Context: an optimization exercise on an open-source flow, tuned for small area, a short achievable clock period and few clock cycles. The choices shown serve that exercise and are no tape-out recipe.
Function was checked by simulation only, so behaviour that the tests miss may differ from the original.
Power figures rest on the tool's default switching activity, not on a simulated workload.

`design/flow/design.v`:
```
module crc_engine (
    input             clk,
    input             rst,
    input             cmd_valid,
    output            cmd_ready,
    input      [2:0]  cmd_op,
    input      [6:0]  cmd_mod,
    input      [63:0] cmd_arg,
    input             in_valid,
    output            in_ready,
    input      [15:0] in_data,
    output            out_valid,
    input             out_ready,
    output     [15:0] out_data,
    output reg        rsp_valid,
    output reg [7:0]  rsp_err,
    output reg [63:0] res0,
    output reg [63:0] res1,
    output reg [63:0] res2
);
    localparam LANES = 16;
    localparam NPOS  = 63;           
    localparam OP_SETPOLY = 3'd0;
    localparam OP_GEN     = 3'd1;
    localparam OP_CHK     = 3'd2;
    localparam OP_GENR    = 3'd3;
    localparam OP_CHKR    = 3'd4;
    localparam ERR_NONE    = 8'h00;
    localparam ERR_ILLEGAL = 8'h01;
    localparam ERR_POLY    = 8'h07;
    localparam ERR_LENGTH  = 8'h08;
    localparam S_IDLE = 3'd0;
    localparam S_FEED = 3'd1;        
    localparam S_PAD  = 3'd2;        
    localparam S_DONE = 3'd3;        
    localparam S_OUT  = 3'd4;        
    localparam [63:0] POLY_RESET = 64'h18005;
    function [5:0] msb_index;
        input [63:0] p;
        integer i;
        begin
            msb_index = 6'd0;
            for (i = 0; i < 64; i = i + 1)
                if (p[i]) msb_index = i[5:0];
        end
    endfunction
    function [62:0] make_taps;
        input [63:0] p;
        input [5:0]  c;
        reg   [63:0] rev;
        reg   [63:0] sh;
        integer i;
        begin
            for (i = 0; i < 64; i = i + 1)
                rev[63-i] = p[i];
            sh = rev >> (7'd64 - {1'b0, c});
            make_taps = sh[62:0];
        end
    endfunction
    reg [63:0] poly;
    reg [5:0]  clen;
    reg [62:0] tap;
    reg [LANES-1:0] r [0:NPOS-1];
    reg [2:0]       state;
    reg [2:0]       op;
    reg [15:0]      cnt;
    reg [15:0]      len;
    reg [LANES-1:0] mask;
    reg [63:0]      msg;
    wire stream_op = (op == OP_GEN) || (op == OP_CHK);
    assign cmd_ready = (state == S_IDLE);
    assign in_ready  = (state == S_FEED) && stream_op;
    assign out_valid = (state == S_OUT);
    assign out_data  = r[0];
    reg [LANES-1:0] e;
    always @(*) begin
        if (state == S_FEED)
            e = stream_op ? (in_data & mask) : {{(LANES-1){1'b0}}, msg[63]};
        else
            e = {LANES{1'b0}};
    end
    wire div_step = ((state == S_FEED) && (!stream_op || in_valid)) || (state == S_PAD);
    wire out_step = (state == S_OUT) && out_ready;
    reg [LANES-1:0] nxt [0:NPOS-1];
    integer k;
    always @(*) begin
        for (k = 0; k < NPOS; k = k + 1) begin
            if (k == clen - 1)
                nxt[k] = e;
            else if (k == NPOS - 1)
                nxt[k] = {LANES{1'b0}};
            else
                nxt[k] = r[k+1];
            if (tap[k])
                nxt[k] = nxt[k] ^ r[0];
        end
    end
    reg [LANES-1:0] nz;
    reg [62:0]      lane0_rev;
    reg [63:0]      pack0;
    always @(*) begin
        nz = {LANES{1'b0}};
        for (k = 0; k < NPOS; k = k + 1) begin
            nz = nz | r[k];
            lane0_rev[62-k] = r[k][0];
        end
        pack0 = {1'b0, lane0_rev} >> (7'd63 - {1'b0, clen});
    end
    reg [7:0]  dec_err;
    reg [63:0] dec_info;
    reg [63:0] dec_val;
    always @(*) begin
        dec_err  = ERR_NONE;
        dec_info = 64'd0;
        dec_val  = 64'd0;
        case (cmd_op)
            OP_SETPOLY: begin
                if (cmd_arg[63:1] == 63'd0) begin
                    dec_err = ERR_POLY;
                    dec_val = cmd_arg;
                end
            end
            OP_GEN, OP_CHK: begin
                if (cmd_mod == 7'd0 || cmd_mod > 7'd16) begin
                    dec_err  = ERR_ILLEGAL;
                    dec_info = 64'd3;
                    dec_val  = {54'd0, cmd_op, cmd_mod};
                end else if (cmd_op == OP_CHK && cmd_arg[15:0] < {10'd0, clen}) begin
                    dec_err  = ERR_LENGTH;
                    dec_info = {58'd0, clen};
                    dec_val  = {48'd0, cmd_arg[15:0]};
                end
            end
            OP_GENR, OP_CHKR: begin
                if (cmd_mod == 7'd0 || cmd_mod > 7'd64) begin
                    dec_err  = ERR_ILLEGAL;
                    dec_info = 64'd3;
                    dec_val  = {54'd0, cmd_op, cmd_mod};
                end else if (cmd_op == OP_CHKR && cmd_mod < {1'b0, clen}) begin
                    dec_err  = ERR_LENGTH;
                    dec_info = {58'd0, clen};
                    dec_val  = {57'd0, cmd_mod};
                end
            end
            default: begin
                dec_err  = ERR_ILLEGAL;
                dec_info = 64'd1;
                dec_val  = {54'd0, cmd_op, cmd_mod};
            end
        endcase
    end
    integer i;
    always @(posedge clk) begin
        rsp_valid <= 1'b0;
        if (rst) begin
            state <= S_IDLE;
            poly  <= POLY_RESET;
            clen  <= msb_index(POLY_RESET);
            tap   <= make_taps(POLY_RESET, msb_index(POLY_RESET));
        end else begin
            if (div_step) begin
                for (i = 0; i < NPOS; i = i + 1)
                    r[i] <= nxt[i];
            end else if (out_step) begin
                for (i = 0; i < NPOS - 1; i = i + 1)
                    r[i] <= r[i+1];
                r[NPOS-1] <= {LANES{1'b0}};
            end
            case (state)
                S_IDLE: begin
                    if (cmd_valid) begin
                        op <= cmd_op;
                        if (dec_err != ERR_NONE) begin
                            rsp_valid <= 1'b1;
                            rsp_err   <= dec_err;
                            res0      <= dec_info;
                            res1      <= dec_val;
                            res2      <= 64'd0;
                        end else if (cmd_op == OP_SETPOLY) begin
                            poly      <= cmd_arg;
                            clen      <= msb_index(cmd_arg);
                            tap       <= make_taps(cmd_arg, msb_index(cmd_arg));
                            rsp_valid <= 1'b1;
                            rsp_err   <= ERR_NONE;
                            res0      <= {58'd0, msb_index(cmd_arg)};
                            res1      <= 64'd0;
                            res2      <= 64'd0;
                        end else begin
                            for (i = 0; i < NPOS; i = i + 1)
                                r[i] <= {LANES{1'b0}};
                            cnt <= 16'd0;
                            if (cmd_op == OP_GEN || cmd_op == OP_CHK) begin
                                len  <= cmd_arg[15:0];
                                mask <= {LANES{1'b1}} >> (7'd16 - cmd_mod);
                                if (cmd_arg[15:0] == 16'd0)
                                    state <= S_PAD;
                                else
                                    state <= S_FEED;
                            end else begin
                                len   <= {9'd0, cmd_mod};
                                msg   <= cmd_arg << (7'd64 - cmd_mod);
                                state <= S_FEED;
                            end
                        end
                    end
                end
                S_FEED: begin
                    if (div_step) begin
                        cnt <= cnt + 16'd1;
                        msg <= msg << 1;
                        if (cnt == len - 16'd1) begin
                            cnt <= 16'd0;
                            if (op == OP_GEN || op == OP_GENR)
                                state <= S_PAD;
                            else
                                state <= S_DONE;
                        end
                    end
                end
                S_PAD: begin
                    cnt <= cnt + 16'd1;
                    if (cnt == {10'd0, clen} - 16'd1) begin
                        cnt   <= 16'd0;
                        state <= S_DONE;
                    end
                end
                S_DONE: begin
                    rsp_err <= ERR_NONE;
                    case (op)
                        OP_GEN: begin
                            res0 <= pack0;
                            res1 <= {48'd0, nz};
                            res2 <= 64'd0;
                        end
                        OP_CHK: begin
                            res0 <= {63'd0, nz == {LANES{1'b0}}};
                            res1 <= {48'd0, nz};
                            res2 <= pack0;
                        end
                        OP_GENR: begin
                            res0 <= pack0;
                            res1 <= {63'd0, pack0 != 64'd0};
                            res2 <= 64'd0;
                        end
                        default: begin  
                            res0 <= {63'd0, pack0 == 64'd0};
                            res1 <= {63'd0, pack0 != 64'd0};
                            res2 <= pack0;
                        end
                    endcase
                    if (op == OP_GEN) begin
                        state <= S_OUT;
                    end else begin
                        rsp_valid <= 1'b1;
                        state     <= S_IDLE;
                    end
                end
                S_OUT: begin
                    if (out_ready) begin
                        cnt <= cnt + 16'd1;
                        if (cnt == {10'd0, clen} - 16'd1) begin
                            rsp_valid <= 1'b1;
                            state     <= S_IDLE;
                        end
                    end
                end
                default: state <= S_IDLE;
            endcase
        end
    end
endmodule
```
`design/flow/run.sh`:
```
#!/bin/bash
# synth_recipe.tcl (not shown) runs the flow's synth.tcl, then flattens the netlist and writes it again
# the make line also repeats each setting of config.mk as NAME=value (left out here)
make -C /OpenROAD-flow-scripts/flow DESIGN_CONFIG=/design/flow/config.mk WORK_HOME=/design/flow/orfs CLKGATE_MAP_FILE= SYNTH_SCRIPT=/design/flow/synth_recipe.tcl finish
```
`design/flow/config.mk`:
```
export PLATFORM = sky130hd
export DESIGN_NAME = crc_engine
export DESIGN_NICKNAME = crc_engine
export VERILOG_FILES = /design/flow/design.v
export SDC_FILE = /design/flow/constraint.sdc
export NUM_CORES = 4
export LEC_CHECK = 0
export CAP_MARGIN = 20
export CORE_MARGIN = 2
export CORE_UTILIZATION = 30
export SLEW_MARGIN = 20
```
`design/flow/constraint.sdc`:
```
create_clock -name core_clock -period 6.0 [get_ports {clk}]
set_input_delay 1.2000 -clock core_clock [delete_from_list [all_inputs] [get_ports {clk}]]
set_output_delay 1.2000 -clock core_clock [all_outputs]
set_load 0.01 [all_outputs]
```
==> run summary <==
==> power by group through the flow <==
stage	logic, mW	registers [mW]	clock network, mW
6_report	23.3	21.5	10.3
5_1_grt	25.5	21.7	10.7
4_1_cts	22.9	21.1	10.3
3_5_place_dp	22.9	21.3	0
3_3_place_gp	22.4	21.3	0
2_1_floorplan	17.1	19.1	0
==> registers in the layout, summed over array words and instances (netlist names) <==
signal	flops
state	3
op	3
r	1008
res2	63
tap	63
clen	6
rsp_err	3
mask	16
len	16
res0	63
cnt	16
res1	64
rsp_valid	1
msg	64
==> cell type report <==
type / instances / area (um2)
fillers: 36411 / 233000
multi-input cells: 9968 / 61600
flip-flops and latches: 1389 / 41000
repair buffers: 855 / 8240
well taps: 4751 / 5940
clock buffers: 233 / 4720
clock inverters: 74 / 497
inverters: 55 / 234
diodes: 14 / 35.0
==> layout by cell type, fill, tap and decap left out, types with 93 or more instances in the layout <==
cell type / instances
xor2_1: 789
clkdlybuf4s50_1: 306
mux2i_1: 985
nor4_1: 269
xnor2_1: 260
mux4_2: 151
nor2_1: 1345
nand2_1: 3653
nor3_1: 93
edfxtp_1: 1316
buf_4: 461
nand3_1: 106
a311oi_1: 990
clkbuf_16: 179
a21oi_1: 162
o21ai_0: 359
==> how the worst max path moves through the flow <==
stage	cells past startpoint	endpoint
after floorplan	4	res0[0]
after global placement	20	tap[60]
after detailed placement	20	tap[5]
after CTS	20	tap[5]
after global routing	20	tap[5]
final	20	tap[5]
==> cells by family after synthesis <==
group / count (synthesis) / share of synthesized area
AO/OA/AOI/OAI: 1869 / 0.132
XOR/XNOR: 1057 / 0.0864
adder cells (fa/ha/maj): 19 / 0.00222
buffers and inverters: 1351 / 0.0489
flip-flops: 1389 / 0.383
multiplexers: 1193 / 0.130
other: 1 / 0.0000350
AND/OR/NAND/NOR: 5776 / 0.218
==> worst min-delay path: stages, from the launching register on <==
cell	delay, ps
dfxtp_1	320
nand2_1	60
nand2_1	40
==> metal layers <==
| metal | up-vias | track usage |
|---|---|---|
| li1 | 44733 | - |
| met3 | 1082 | 0.0516 |
| met4 | 12 | 0.125 |
| met2 | 6294 | 0.359 |
| met5 | - | 0 |
| met1 | 50092 | 0.321 |
==> impl_metrics.env <==
export IMPL_async_reset_ff_frac=0
export IMPL_yosys_area_top_type="edfxtp_1"
export IMPL_drv_cap=0
export IMPL_top_layer="met5"
export IMPL_fin_tns_setup_ps=0
export IMPL_worst_path_buf_inv=6
export IMPL_synth_commonest_cells="nand2_1 (3,653), nor2_1 (1,396), edfxtp_1 (1,316)"
export IMPL_finalClockSkew_ps=81.7
export IMPL_cp_top_family="simple AND/OR/NAND/NOR gates"
export IMPL_cts_buffers=175
export IMPL_worstSetupStartpointType="input pin"
export IMPL_crit_chain="clkdlybuf4s50_1 -> nor4_1 -> buf_4 -> nor3b_1 -> o41ai_2 -> buf_4 -> a2111oi_2 -> nor2_1 -> nor3_1 -> ha_1 -> inv_1 -> nor4_1 -> a21oi_1 -> buf_4 -> nand2_1 -> buf_4 -> o311a_1 -> o221ai_1 -> a31oi_1 -> a311oi_1"
export IMPL_fin_ws_ps=214
export IMPL_status="no timing/DRC/antenna violations"
export IMPL_die_area_um2=362000
export IMPL_tritoncts="built"
export IMPL_wirelength_um=455000
export IMPL_final_core_utilization=0.344
export IMPL_vias=102213
export IMPL_fin_crit_sh=0.964
export IMPL_ff2ff_setup_slack_ps=800
export IMPL_fin_nets=12558
export IMPL_core_rowCount=219
export IMPL_crit_type="in2reg"
export IMPL_whs_ps=463
export IMPL_worstHoldStart="tap[38]"
export IMPL_ant_nets=0
export IMPL_final_layout_size_suffix_gt1_frac=0.0924
export IMPL_final_cell_area_um2=122000
export IMPL_synth_most_common_cell="nand2_1"
export IMPL_combPwrFrac=0.423
export IMPL_drc_errors=0
export IMPL_rsz0062_at_grt="false"
export IMPL_synth_area_top_cells="edfxtp_1 (37%), nand2_1 (13%), mux2i_1 (9.2%), a311oi_1 (8.1%), xor2_1 (6.5%)"
export IMPL_cts_resized_gates=0
export IMPL_arrival_ps=6510
export IMPL_ys_types=90
export IMPL_path_clk_slew_ps=60
export IMPL_worstSetupEndpointType="flop"
export IMPL_postCtsSetupBuffers=0
export IMPL_post_place_ws_ps=-440
export IMPL_yosysSeqAreaShare=0.383
export IMPL_port_buffers=308
export IMPL_dp_cells=17017
export IMPL_slowest_stage="nor4_1"
export IMPL_finalHoldViolCount=0
export IMPL_fin_cells=17339
export IMPL_cpPeakStageDelay_ps=880
export IMPL_p_leak_nw=39.6
export IMPL_critPathMaxFanout=6
export IMPL_htree_levels=4
export IMPL_synth_seq_cells=1389
export IMPL_cts_root_buf="clkbuf_16"
export IMPL_antenna_found_initial=23
export IMPL_internal_power_mw=31.4
export IMPL_dr_pass1_iters=6
export IMPL_postSynthCellCount=12655
export IMPL_finalSetupViolations=0
export IMPL_gp_congestion=0.958
export IMPL_drt_iter0_drc=15830
export IMPL_grt_ovfl_total=0
export IMPL_cp_common_cell="buf_4"
export IMPL_grt_use_total=0.239
export IMPL_core_um2=356000
export IMPL_switching_power_mw=23.7
export IMPL_cp_data_required_time_ps=6720
export IMPL_start_util=0.301
export IMPL_io_pins=315
export IMPL_power_share_clock=0.187
export IMPL_syn_to_final_growth_pct=14.1
export IMPL_wl_per_cell_um=26.2
export IMPL_avgSynthCellArea_um2=8.46
export IMPL_synth_top_area_share=0.369
export IMPL_die_w_um=602
export IMPL_ys_dominant_reg_cell="edfxtp_1"
export IMPL_clock_fmax_mhz=173
export IMPL_m1WireLength_um=177000
export IMPL_maxSlewViolCount=0
export IMPL_critPathLaunch="cmd_arg[18]"
export IMPL_placed_area_um2=117000
export IMPL_swShare=0.430
export IMPL_worst_pin_slew_ps=1240
export IMPL_die_h_um=602
export IMPL_ir_worst_vdd_mv=0.512
export IMPL_hold_depth=2
export IMPL_p_seq_frac=0.390
export IMPL_grt_max_degree=180
export IMPL_clock_path_buffers=4
export IMPL_whs_endpoint="tap[38]"
export IMPL_syn_area_um2=107000
export IMPL_reg2reg_depth=11
export IMPL_finalPower_mw=55.2
export IMPL_hold_path_class="reg2reg"
export IMPL_avgViaCountPerCell=5.89
export IMPL_hold_buffers=0
export IMPL_yosys_warnings=3
export IMPL_wl_met2_um=198000
export IMPL_wl_met3_um=53700
export IMPL_worstSkewPairLatency_ps=890
export IMPL_first_global_vias=91709
export IMPL_cts_sink_count=1389
export IMPL_synth_enable_flop_cells=1316
export IMPL_r2r_end="r[4][10]"
export IMPL_period_minus_slack_ps=5790
export IMPL_relSlewSlack=0.170
export IMPL_rr_startpoint="clen[0]"
export IMPL_dp_hpwl_um=297000
export IMPL_powerDensity_nw_per_um2=451
export IMPL_grt_pass1_wl_um=656000
Testbench counts, summed over its fixed seeds: cycles 28,548.

## re-timing with driven ports
No port has a modelled driver above. Below, the same layout with a new extraction and two added sets of constraints.
Step 1 assumes that a clkbuf_16 drives the clock port and a buf_2 every other input.
Step 2 moves the port delays by t, midway between the first and last clock arrival at a register: inputs arrive t later, outputs are due t later. That takes back most of the time a late clock gives input paths.
a / b / c = ideal ports / drivers / drivers and shift; a / b = the first two.
t, ns: 0.963
slack for setup (ns): 0.214 / 0.303 / -0.660
worst setup path after step 2: input to register
worst data-port slew with drivers (ns): 0.32
With both steps, setup timing fails in this run, where it was met with ideal ports. For this run, drivers alone change the setup slack by +0.089 ns; drivers and shift together by -0.874 ns.
